Background: an optimization exercise with open tools, aiming at small area, a short achievable clock period and few clock cycles. Do not read the settings as production practice. No functional check of the RTL was part of this run. Power is estimated from default activity; no workload was simulated.

<file path="flow/design.v">
module woled_ctrl (
    input  wire        clk,
    input  wire        rst,
    input  wire        req_valid,
    output wire        req_ready,
    input  wire [95:0] req_desc,
    input  wire [15:0] req_len,        
    output reg         ev_valid,
    input  wire        ev_ready,
    output reg  [2:0]  ev_kind,
    output wire [15:0] ev_data,
    input  wire [1:0]  ev_fail,
    output wire [6:0]  pix_x,
    output wire [5:0]  pix_y,
    input  wire        pix_color,
    output wire [15:0] buf_idx,
    input  wire        buf_color,
    output wire [15:0] str_idx,
    input  wire [7:0]  str_byte,
    output wire [7:0]  glyph_ch,
    output wire [2:0]  glyph_row,
    input  wire [7:0]  glyph_bits
);
    localparam [2:0] EV_DC = 3'd0, EV_CS = 3'd1, EV_XFER = 3'd2, EV_DELAY = 3'd3,
                     EV_RSP = 3'd4, EV_HALT = 3'd5;
    localparam [7:0] OP_INIT = 8'h01, OP_SFC = 8'h02, OP_SFB = 8'h03, OP_CLR = 8'h04,
                     OP_DSP = 8'h05, OP_TXT = 8'h06, OP_RDW = 8'h10, OP_RDH = 8'h11,
                     OP_RDP = 8'h12, OP_RDL = 8'h13, OP_RDD = 8'h14;
    localparam [7:0] F_BUS = 8'h01, F_PIN = 8'h02, F_PINU = 8'h03, F_REQ = 8'h10,
                     F_STATE = 8'h11, F_ARG = 8'h12, F_ADAPTER = 8'h20;
    localparam [1:0] SRC_FUNC = 2'd0, SRC_BUF = 2'd1, SRC_CONST = 2'd2, SRC_TEXT = 2'd3;
    localparam [2:0] E_IDLE = 3'd0, E_CHECK = 3'd1, E_INIT = 3'd2, E_CMD = 3'd3,
                     E_DATA = 3'd4, E_DEAD = 3'd5;
    localparam [1:0] P_IDLE = 2'd0, P_GLY = 2'd1, P_RUN = 2'd2;
    reg  [2:0]  st;
    reg  [4:0]  ph;
    reg         inited;
    reg  [1:0]  src;
    reg  [7:0]  ev_d;
    assign ev_data = {8'd0, ev_d};
    reg  [7:0]  op;
    reg         c0b, c0h, c1b, c1h, rsvnz;
    reg  [15:0] rx, ry, rw, rh, rlen;
    reg  [15:0] ti;                 
    wire f_c0z = !c0b && !c0h;
    wire f_c1z = !c1b && !c1h;
    wire f_xz  = (rx == 16'd0);
    wire f_yz  = (ry == 16'd0);
    wire f_wz  = (rw == 16'd0);
    wire f_hz  = (rh == 16'd0);
    wire f_all = f_c0z & f_c1z & f_xz & f_yz & f_wz & f_hz;
    wire [16:0] sum_xw = {1'b0, rx} + {1'b0, rw};
    wire [16:0] sum_yh = {1'b0, ry} + {1'b0, rh};
    wire [19:0] sum_xn = {4'd0, rx} + {1'b0, rw, 3'd0};
    reg         op_ok, zero_ok, arg_ok;
    reg  [7:0]  chk_code;
    always @(*) begin
        op_ok   = 1'b1;
        zero_ok = !rsvnz;
        arg_ok  = 1'b1;
        case (op)
            OP_INIT: zero_ok = zero_ok & f_all;
            OP_SFC, OP_SFB: begin
                zero_ok = zero_ok & f_c0z & f_c1z;
                arg_ok  = !sum_xw[16] && !sum_yh[16];
            end
            OP_CLR: begin
                zero_ok = zero_ok & f_c1z & f_xz & f_yz & f_wz & f_hz;
                arg_ok  = !c0h;
            end
            OP_TXT: begin
                zero_ok = zero_ok & f_hz;
                arg_ok  = (sum_xn[19:16] == 4'd0) && (ry[15:3] != 13'h1fff) && !c0h && !c1h;
            end
            OP_DSP, OP_RDW, OP_RDH, OP_RDP, OP_RDL, OP_RDD:
                zero_ok = zero_ok & f_all;
            default: op_ok = 1'b0;
        endcase
        if (!op_ok || !zero_ok)
            chk_code = F_REQ;
        else if (inited == (op == OP_INIT))
            chk_code = F_STATE;
        else if (!arg_ok)
            chk_code = F_ARG;
        else
            chk_code = 8'd0;
    end
    reg  [7:0] rsp_val;
    always @(*) begin
        case (op[2:0])
            3'd0:    rsp_val = 8'd128;
            3'd1:    rsp_val = 8'd64;
            3'd2:    rsp_val = 8'd8;
            3'd3:    rsp_val = 8'd1;
            default: rsp_val = 8'd0;
        endcase
    end
    wire        txt    = (src == SRC_TEXT);
    wire [15:0] eff_w  = txt ? 16'd8 : rw;
    wire [16:0] xw     = {1'b0, rx} + {1'b0, eff_w};
    wire [16:0] xem1   = xw - 17'd1;
    wire        xe_cl  = (xem1[16:7] != 10'd0) && (xw != 17'd0);
    wire [7:0]  xe8    = xe_cl ? 8'd127 : xem1[7:0];
    wire        col_ne = (rx[15:7] == 9'd0) && (eff_w != 16'd0);
    wire [12:0] ph_w   = txt ? 13'd1 : rh[15:3];
    wire [13:0] pgph   = {1'b0, ry[15:3]} + {1'b0, ph_w};
    wire [13:0] pem1   = pgph - 14'd1;
    wire        pe_cl  = (pgph >= 14'd9);
    wire [7:0]  pe8    = pe_cl ? 8'd7 : pem1[7:0];
    wire        pg_ne  = (ry[15:6] == 10'd0) && (ph_w != 13'd0);
    wire        loop_ne = col_ne && pg_ne;
    wire        unal   = (ry[2:0] != 3'd0);
    reg  [1:0]  pst;
    reg         pstart;
    reg  [6:0]  col;
    reg  [2:0]  page;
    reg  [2:0]  off;
    reg         dir;                
    reg  [16:0] bi;                 
    reg  [16:0] ps;                 
    reg  [7:0]  sr;
    reg         sr_full, sr_fault, sr_last, cf;
    reg  [7:0]  hold;
    reg         hold_valid, hold_fault, hold_last;
    reg  [7:0]  ch;
    reg  [7:0]  tbr0, tbr1, tbr2, tbr3, tbr4, tbr5, tbr6, tbr7;
    assign pix_x     = col;
    assign pix_y     = {page, off};
    assign buf_idx   = bi[15:0];
    assign str_idx   = ti;
    assign glyph_ch  = ch;
    assign glyph_row = off;
    wire        imm      = src[1];
    wire        pix      = (src == SRC_BUF) ? buf_color : pix_color;
    wire        fnow     = src[0] && (unal || (!src[1] && ({1'b0, bi} >= {2'b00, rlen})));
    wire        col_end  = imm | (dir ? (off == 3'd0) : (off == 3'd7));
    wire        last     = (col == xe8[6:0]) && (page == pe8[2:0]);
    wire [2:0]  tc = col[2:0] - rx[2:0];
    wire [7:0]  gcol = {tbr7[tc], tbr6[tc], tbr5[tc], tbr4[tc],
                        tbr3[tc], tbr2[tc], tbr1[tc], tbr0[tc]};
    wire [7:0]  imm_byte = txt ? ((gcol & {8{c0b}}) | (~gcol & {8{c1b}})) : {8{c0b}};
    wire [17:0] bi_up  = {1'b0, bi} + {2'b00, rw};
    wire [19:0] ps_nx  = {3'd0, ps} + {1'b0, rw, 3'd0};
    wire [16:0] ps_sat = (ps_nx[19:17] != 3'd0) ? 17'h1ffff : ps_nx[16:0];
    wire        xfer_h = sr_full && !hold_valid;
    wire        pstep  = (pst == P_RUN) && (!sr_full || !hold_valid);
    wire        take;
    always @(posedge clk) begin
        if (rst) begin
            pst        <= P_IDLE;
            sr_full    <= 1'b0;
            hold_valid <= 1'b0;
            col        <= 7'd0;
            page       <= 3'd0;
            off        <= 3'd0;
            bi         <= 17'd0;
            ch         <= 8'd0;
        end else begin
            if (xfer_h) begin
                hold       <= sr;
                hold_fault <= sr_fault;
                hold_last  <= sr_last;
                hold_valid <= 1'b1;
                sr_full    <= 1'b0;
            end else if (take)
                hold_valid <= 1'b0;
            if (pstart) begin
                col  <= rx[6:0];
                page <= ry[5:3];
                off  <= 3'd0;
                dir  <= 1'b0;
                bi   <= 17'd0;
                ps   <= 17'd0;
                ch   <= str_byte;
                pst  <= !loop_ne ? P_IDLE : (txt ? P_GLY : P_RUN);
            end else if (pst == P_GLY) begin
                case (off)
                    3'd0: tbr0 <= glyph_bits;
                    3'd1: tbr1 <= glyph_bits;
                    3'd2: tbr2 <= glyph_bits;
                    3'd3: tbr3 <= glyph_bits;
                    3'd4: tbr4 <= glyph_bits;
                    3'd5: tbr5 <= glyph_bits;
                    3'd6: tbr6 <= glyph_bits;
                    default: tbr7 <= glyph_bits;
                endcase
                off <= off + 3'd1;
                if (off == 3'd7) pst <= P_RUN;
            end else if (pstep) begin
                if (imm)
                    sr <= imm_byte;
                else
                    sr[off] <= pix;
                if (off == 3'd7) cf <= fnow;
                if (col_end) begin
                    sr_full  <= 1'b1;
                    sr_fault <= (imm || off == 3'd7) ? fnow : cf;
                    sr_last  <= last;
                    if (col == xe8[6:0]) begin
                        if (page == pe8[2:0])
                            pst <= P_IDLE;
                        else begin
                            page <= page + 3'd1;
                            col  <= rx[6:0];
                            off  <= 3'd0;
                            dir  <= 1'b0;
                            ps   <= ps_sat;
                            bi   <= ps_sat;
                        end
                    end else begin
                        col <= col + 7'd1;
                        dir <= ~dir;
                        bi  <= bi + 17'd1;
                    end
                end else begin
                    off <= dir ? off - 3'd1 : off + 3'd1;
                    bi  <= dir ? bi - {1'b0, rw} : (bi_up[17] ? 17'h1ffff : bi_up[16:0]);
                end
            end
        end
    end
    wire free     = !ev_valid || ev_ready;
    wire fail_now = ev_valid && ev_ready && (ev_fail != 2'b00) && !ev_kind[2] && (ev_kind[1:0] != 2'b11);
    wire [7:0] fail_code = (ev_kind == EV_XFER) ? F_BUS : (ev_fail[1] ? F_PINU : F_PIN);
    assign req_ready = (st == E_IDLE) && !ev_valid;
    assign take      = (st == E_DATA) && (ph[1:0] == 2'd2) && free && !fail_now;
    reg [2:0] init_k;
    reg [7:0] init_d;
    always @(*) begin
        case (ph)
            5'd1:  begin init_k = EV_DELAY; init_d = 8'd100; end
            5'd2, 5'd7, 5'd11, 5'd15:
                   begin init_k = EV_DC;   init_d = 8'd0; end
            5'd3, 5'd8, 5'd12, 5'd16:
                   begin init_k = EV_CS;   init_d = 8'd1; end
            5'd4:  begin init_k = EV_XFER; init_d = 8'h20; end
            5'd5:  begin init_k = EV_XFER; init_d = 8'h00; end
            5'd9:  begin init_k = EV_XFER; init_d = 8'hA1; end
            5'd13: begin init_k = EV_XFER; init_d = 8'hC8; end
            5'd17: begin init_k = EV_XFER; init_d = 8'hAF; end
            default: begin init_k = EV_CS; init_d = 8'd0; end
        endcase
    end
    reg [2:0] cmd_k;
    reg [7:0] cmd_d;
    always @(*) begin
        case (ph[3:0])
            4'd0, 4'd6: begin cmd_k = EV_DC;   cmd_d = 8'd0; end
            4'd1, 4'd7: begin cmd_k = EV_CS;   cmd_d = 8'd1; end
            4'd2:       begin cmd_k = EV_XFER; cmd_d = 8'h21; end
            4'd3:       begin cmd_k = EV_XFER; cmd_d = rx[7:0]; end
            4'd4:       begin cmd_k = EV_XFER; cmd_d = xe8; end
            4'd8:       begin cmd_k = EV_XFER; cmd_d = 8'h22; end
            4'd9:       begin cmd_k = EV_XFER; cmd_d = ry[10:3]; end
            4'd10:      begin cmd_k = EV_XFER; cmd_d = pe8; end
            default:    begin cmd_k = EV_CS;   cmd_d = 8'd0; end
        endcase
    end
    reg dlast;
    wire more_chars = txt && ((ti + 16'd1) != rw);
    always @(posedge clk) begin
        if (rst) begin
            st       <= E_IDLE;
            ph       <= 5'd0;
            inited   <= 1'b0;
            ev_valid <= 1'b0;
            ev_kind  <= EV_DC;
            ev_d     <= 8'd0;
            pstart   <= 1'b0;
            src      <= SRC_FUNC;
            ti       <= 16'd0;
        end else begin
            pstart <= 1'b0;
            if (fail_now) begin
                ev_valid <= 1'b1;
                ev_kind  <= EV_HALT;
                ev_d     <= fail_code;
                st       <= E_DEAD;
            end else begin
                if (free) ev_valid <= 1'b0;
                case (st)
                    E_IDLE: begin
                        if (req_valid && req_ready) begin
                            op    <= req_desc[7:0];
                            c0b   <= req_desc[8];
                            c0h   <= |req_desc[15:9];
                            c1b   <= req_desc[16];
                            c1h   <= |req_desc[23:17];
                            rsvnz <= |req_desc[31:24];
                            rx    <= req_desc[47:32];
                            ry    <= req_desc[63:48];
                            rw    <= req_desc[79:64];
                            rh    <= req_desc[95:80];
                            rlen  <= req_len;
                            st    <= E_CHECK;
                        end
                    end
                    E_CHECK: begin
                        ph <= 5'd1;
                        ti <= 16'd0;
                        if (chk_code != 8'd0) begin
                            ev_valid <= 1'b1;
                            ev_kind  <= EV_HALT;
                            ev_d     <= chk_code;
                            st       <= E_DEAD;
                        end else begin
                            case (op)
                                OP_INIT: begin
                                    inited   <= 1'b1;
                                    ev_valid <= 1'b1;
                                    ev_kind  <= EV_DELAY;
                                    ev_d     <= 8'd10;
                                    st       <= E_INIT;
                                end
                                OP_SFC, OP_SFB, OP_CLR, OP_TXT: begin
                                    if (op == OP_CLR) begin
                                        rw <= 16'd128;
                                        rh <= 16'd64;
                                    end
                                    src <= (op == OP_SFC) ? SRC_FUNC :
                                           (op == OP_SFB) ? SRC_BUF :
                                           (op == OP_CLR) ? SRC_CONST : SRC_TEXT;
                                    if (op == OP_TXT && f_wz)
                                        st <= E_IDLE;
                                    else begin
                                        ev_valid <= 1'b1;
                                        ev_kind  <= EV_DC;
                                        ev_d     <= 8'd0;
                                        pstart   <= 1'b1;
                                        st       <= E_CMD;
                                    end
                                end
                                OP_DSP: st <= E_IDLE;
                                default: begin
                                    ev_valid <= 1'b1;
                                    ev_kind  <= EV_RSP;
                                    ev_d     <= rsp_val;
                                    st       <= E_IDLE;
                                end
                            endcase
                        end
                    end
                    E_INIT: if (free) begin
                        ev_valid <= 1'b1;
                        ev_kind  <= init_k;
                        ev_d     <= init_d;
                        ph       <= ph + 5'd1;
                        if (ph == 5'd18) st <= E_IDLE;
                    end
                    E_CMD: if (free) begin
                        ev_valid <= 1'b1;
                        ev_kind  <= cmd_k;
                        ev_d     <= cmd_d;
                        ph       <= ph + 5'd1;
                        if (ph == 5'd11) begin
                            ph <= 5'd0;
                            if (loop_ne)
                                st <= E_DATA;
                            else if (more_chars) begin
                                st     <= E_CMD;
                                ti     <= ti + 16'd1;
                                rx     <= rx + 16'd8;
                                pstart <= 1'b1;
                            end else
                                st <= E_IDLE;
                        end
                    end
                    E_DATA: if (free) begin
                        case (ph[1:0])
                            2'd0: if (hold_valid) begin
                                ev_valid <= 1'b1;
                                if (hold_fault) begin
                                    ev_kind <= EV_HALT;
                                    ev_d    <= F_ADAPTER;
                                    st      <= E_DEAD;
                                end else begin
                                    ev_kind <= EV_DC;
                                    ev_d    <= 8'd1;
                                    ph      <= 5'd1;
                                end
                            end
                            2'd1: begin
                                ev_valid <= 1'b1;
                                ev_kind  <= EV_CS;
                                ev_d     <= 8'd1;
                                ph       <= 5'd2;
                            end
                            2'd2: begin
                                ev_valid <= 1'b1;
                                ev_kind  <= EV_XFER;
                                ev_d     <= hold;
                                dlast    <= hold_last;
                                ph       <= 5'd3;
                            end
                            default: begin
                                ev_valid <= 1'b1;
                                ev_kind  <= EV_CS;
                                ev_d     <= 8'd0;
                                ph       <= 5'd0;
                                if (dlast) begin
                                    if (more_chars) begin
                                        st     <= E_CMD;
                                        ti     <= ti + 16'd1;
                                        rx     <= rx + 16'd8;
                                        pstart <= 1'b1;
                                    end else
                                        st <= E_IDLE;
                                end
                            end
                        endcase
                    end
                    default: ;   
                endcase
            end
        end
    end
endmodule
</file>
<file path="flow/run.sh">
#!/bin/bash
# synth_recipe.tcl (not shown) runs the flow's synth.tcl, then flattens the netlist and writes it again
# the make line also repeats each setting of config.mk as NAME=value (left out here)
make -C /OpenROAD-flow-scripts/flow DESIGN_CONFIG=/design/flow/config.mk WORK_HOME=/design/flow/orfs CLKGATE_MAP_FILE= SYNTH_SCRIPT=/design/flow/synth_recipe.tcl finish
</file>
<file path="flow/config.mk">
export PLATFORM = sky130hd
export DESIGN_NAME = woled_ctrl
export DESIGN_NICKNAME = woled_ctrl
export VERILOG_FILES = /design/flow/design.v
export SDC_FILE = /design/flow/constraint.sdc
export NUM_CORES = 4
export LEC_CHECK = 0
export CAP_MARGIN = 20
export CORE_MARGIN = 2
export CORE_UTILIZATION = 40
export SLEW_MARGIN = 20
</file>
<file path="flow/constraint.sdc">
create_clock -name core_clock -period 12.0 [get_ports {clk}]
set_input_delay 2.4000 -clock core_clock [delete_from_list [all_inputs] [get_ports {clk}]]
set_output_delay 2.4000 -clock core_clock [all_outputs]
set_load 0.01 [all_outputs]
</file>
==> results.tsv <==
stage	metric	value	unit
outcome	outcome	finished clean	
timing	rsz0062_at_grt	no	
clock_network	clk_pin_slew	0.07	ns
critical_path	max_stage_delay	0.90	ns
critical_path	crit_fanout	25	
detailed_routing	num_vias	17326	
cells_and_area	n_antenna_cell	0	
synthesis	ys_async_sr_fraction	0	
critical_path	reg2reg_slack	4.42	ns
detailed_routing	viasPerCell	5.789	
critical_path	cp_slowest_cell	dfxtp_1	
synthesis	synth_edf_count	197	
critical_path	worstSetupPathType	reg -> reg	
cells_and_area	syn2layout_area_growth	18.33	%
synthesis	netlist_area	20110	µm²
clock_network	clockBufferDepth	3	
synthesis	synthMuxAreaShare	0.04827	
timing	fmax	0.1320	GHz
detailed_routing	drt-wirelength-per-cell	21.67	µm
global_routing	grt_pass1_vias	16709	
clock_network	postCtsHoldBufs	0	
placed_design	numPortBuffers	204	
timing	hold_viol_final	0	
floorplanning	core_area	49860	µm²
placed_design	place_congestion	0.9541	
global_routing	grt_pass1_wl	99.16	mm
detailed_routing	ant_nets	0	
timing	finalCritPeriodShare	0.6314	
floorplanning	die_h	228.2	µm
worst_hold_path	hold_path_class	reg -> reg	
synthesis	synth-seq-cells	288	
timing	worst_slew_pin_slew	1.050	ns
critical_path	path_common_cell	o21ai_0	
critical_path	required	12.46	ns
timing	fin_worst_skew	0.03213	ns
detailed_routing	drt_pass1_iterations	6	
synthesis	synth_compound_area_frac	0.1761	
synthesis	synth_xor_area_frac	0.05051	
synthesis	synth_ff_type	edfxtp_1	
clock_network	cts_tree	built	
power_and_ir_drop	leakage	8.887	nW
clock_network	cts_root_buf	clkbuf_16	
detailed_routing	first_iter_violations	1670	
detailed_routing	wl	64.87	mm
synthesis	synth_top_family_by_area	simple AND/OR/NAND/NOR gates	
floorplanning	ioPinCount	213	
global_routing	antenna_found_initial	0	
power_and_ir_drop	power.total	0.003644	W
synthesis	synth-simple-area-share	0.1886	
clock_network	insertion_delay	0.59	ns
placed_design	dp.final_hpwl	48.92	mm
critical_path	end_kind	flip-flop	
timing	final_max_slew_viol_count	0	
power_and_ir_drop	p_per_area	153.1	nW/µm²
global_routing	grt_max_degree	50	
critical_path	arrival	8.03	ns
floorplanning	initial_utilization	0.4034	
synthesis	synth_seq_area_share	0.3847	
timing	period_minus_slack	7.577	ns
clock_network	cts.sinks	288	
global_routing	overflow	0	
critical_path	crit_family	simple AND/OR/NAND/NOR gates	
synthesis	synthAdderAreaFrac	0.1041	
clock_network	cts_resized	0	
placed_design	place_ws	4.575	ns
global_routing	grt_use_total	0.2429	
job	cap_violations	0	
clock_network	cts_setup_buffers	0	
timing	tns	0	ns
power_and_ir_drop	ir_drop	0.08586	mV
floorplanning	num_rows	82	
cells_and_area	drive_above_1_share	0.06333	
synthesis	synth_cells	2141	
floorplanning	dieArea	52090	µm²
timing	setup_viol	0	
clock_network	htree_num_levels	2	
synthesis	synth.distinct_cells	91	
critical_path	startpoint_type	flip-flop	
synthesis	synth_area_per_cell	9.394	µm²
timing	layout_setup_ws	4.423	ns
critical_path	critPathBufInv	0	
cells_and_area	num-nets-final	2591	
critical_path	path_cells	nand2_1, and2_1, ha_1, fa_1, o21ai_0, o21a_1, o21ai_0, a211oi_1, mux2_2, o32a_1, nor4_2, o21bai_2, nand3_1, nor2_2, a31oi_2, a32o_1	
synthesis	yosysWarnings	1	
floorplanning	die_w	228.2	µm
detailed_routing	drcViolationCount	0	
timing	relSlewSlack	0.2940	
clock_network	numCtsBuffers	37	
[path summary, 6_finish.rpt]
kind	endpoint	from	cells after the start
worst max-delay path	bi[15]$_SDFFE_PN0P_	src[1]$_SDFFE_PP0P_	16
worst min-delay path	dlast$_DFFE_PP_	hold_last$_DFFE_PP_	0
worst max register to register	bi[15]$_SDFFE_PN0P_	src[1]$_SDFFE_PP0P_	16
worst min register to register	dlast$_DFFE_PP_	hold_last$_DFFE_PP_	0
[cell type report]
cell class,instances,area [µm²]
Clock inverter,23,203.9
Clock buffer,45,997.2
Fill cell,4792,26060
Inverter,97,364.1
Multi-Input combinational cell,1644,11470
Tap cell,672,840.8
Timing Repair Buffer,224,2187
Sequential cell,288,7737
[routing by layer]
layer  global-route usage  vias up  share of wire
met1               0.3262     8339           0.44
li1                     -     8218              -
met2               0.3841      633           0.45
met3              0.05325      136          0.070
met5                    0        -              0
met4              0.08967        0          0.038
[Yosys cell counts, types with 39 or more instances]
library cell	count	area (µm²)
xor2_1	46	402.9
dfxtp_1	91	1822
nand2_1	157	589.3
ha_1	157	1964
clkbuf_1	73	274.0
mux2i_1	46	460.4
nor2_1	183	686.9
inv_1	97	364.1
a21o_1	39	292.8
and2_1	66	412.9
nor3_1	56	280.3
nand3_1	56	280.3
xnor2_1	70	613.1
edfxtp_1	197	5916
o21ai_0	118	590.6
a21oi_1	152	760.7
[through the flow]
step / cell area (µm²) / util / hold slack [ns] / instances
floorplan: 20140 / - / 0.4003 / 2148
global placement: 22590 / 0.4531 / 0.4342 / 2925
detailed placement: 22600 / 0.4532 / 0.4401 / 2925
CTS: 23800 / 0.4773 / 0.4452 / 2993
global route: 23800 / 0.4773 / 0.4494 / 2993
finish: 23800 / 0.4773 / 0.4476 / 2993
[registers in the layout (all words and copies together) (netlist names), 16 cells and up]
signal	cells
bi	17
ry	16
ps	17
rh	16
rlen	16
rw	16
ti	16
rx	16
[placed cells by master (no fill, tap or decap), drive strengths merged, types with 26 or more instances in the layout]
master,count
mux2i,46
and2,66
inv,101
nor2,184
nor4,34
a211oi,26
edfxtp,197
a21oi,154
clkbuf,45
nand2,158
ha,157
a21o,39
nor3,57
o21ai,118
xor2,46
nand4,29
nand3,56
clkdlybuf4s50,203
xnor2,70
nand2b,35
and3,26
dfxtp,91
[kinds of logic after synthesis]
| logic type | after synthesis |
|---|---|
| buffers and inverters | 216 |
| and+or+nand+nor | 748 |
| AOI/OAI and AO/OA | 533 |
| DFF | 288 |
| adders and majority gates | 164 |
| other | 1 |
| muxes | 75 |
| xor gates and xnor gates | 116 |
[report_power, final]
part	switching [W]	leakage [nW]	internal, W
clock network	0.000469	0.598	0.000626
registers	0.000150	2.52	0.00117
logic	0.000728	5.77	0.000506

==> re-timing with driven ports <==
How much do the figures lean on ideal ports? The routed layout below was timed once more, with nothing changed but the port constraints.
Step 1 (the two cells are an assumption about what drives the block):
set clk [get_ports {clk}]
set_driving_cell -lib_cell sky130_fd_sc_hd__clkbuf_16 $clk
set_driving_cell -lib_cell sky130_fd_sc_hd__buf_2 [delete_from_list [all_inputs] $clk]
Step 2 also shifts input and output timing later by t, the mid clock arrival at the registers, as if the neighbouring blocks saw the same clock.
Three values: no drivers, after step 1, after step 2; two values: the first two.
shift t [ns]: 0.625
setup WS [ns]: 4.423 / 4.423 / 4.423
hold WS [ns]: 0.448 / 0.448 / 0.448
worst register clock-pin slew, ns: 0.07 / 0.07
worst slew at a driven data input, ns: 0.06
After both steps this run still meets setup and hold. The setup slack of this run moves by 0.000 ns with the drivers and by 0.000 ns with both steps.
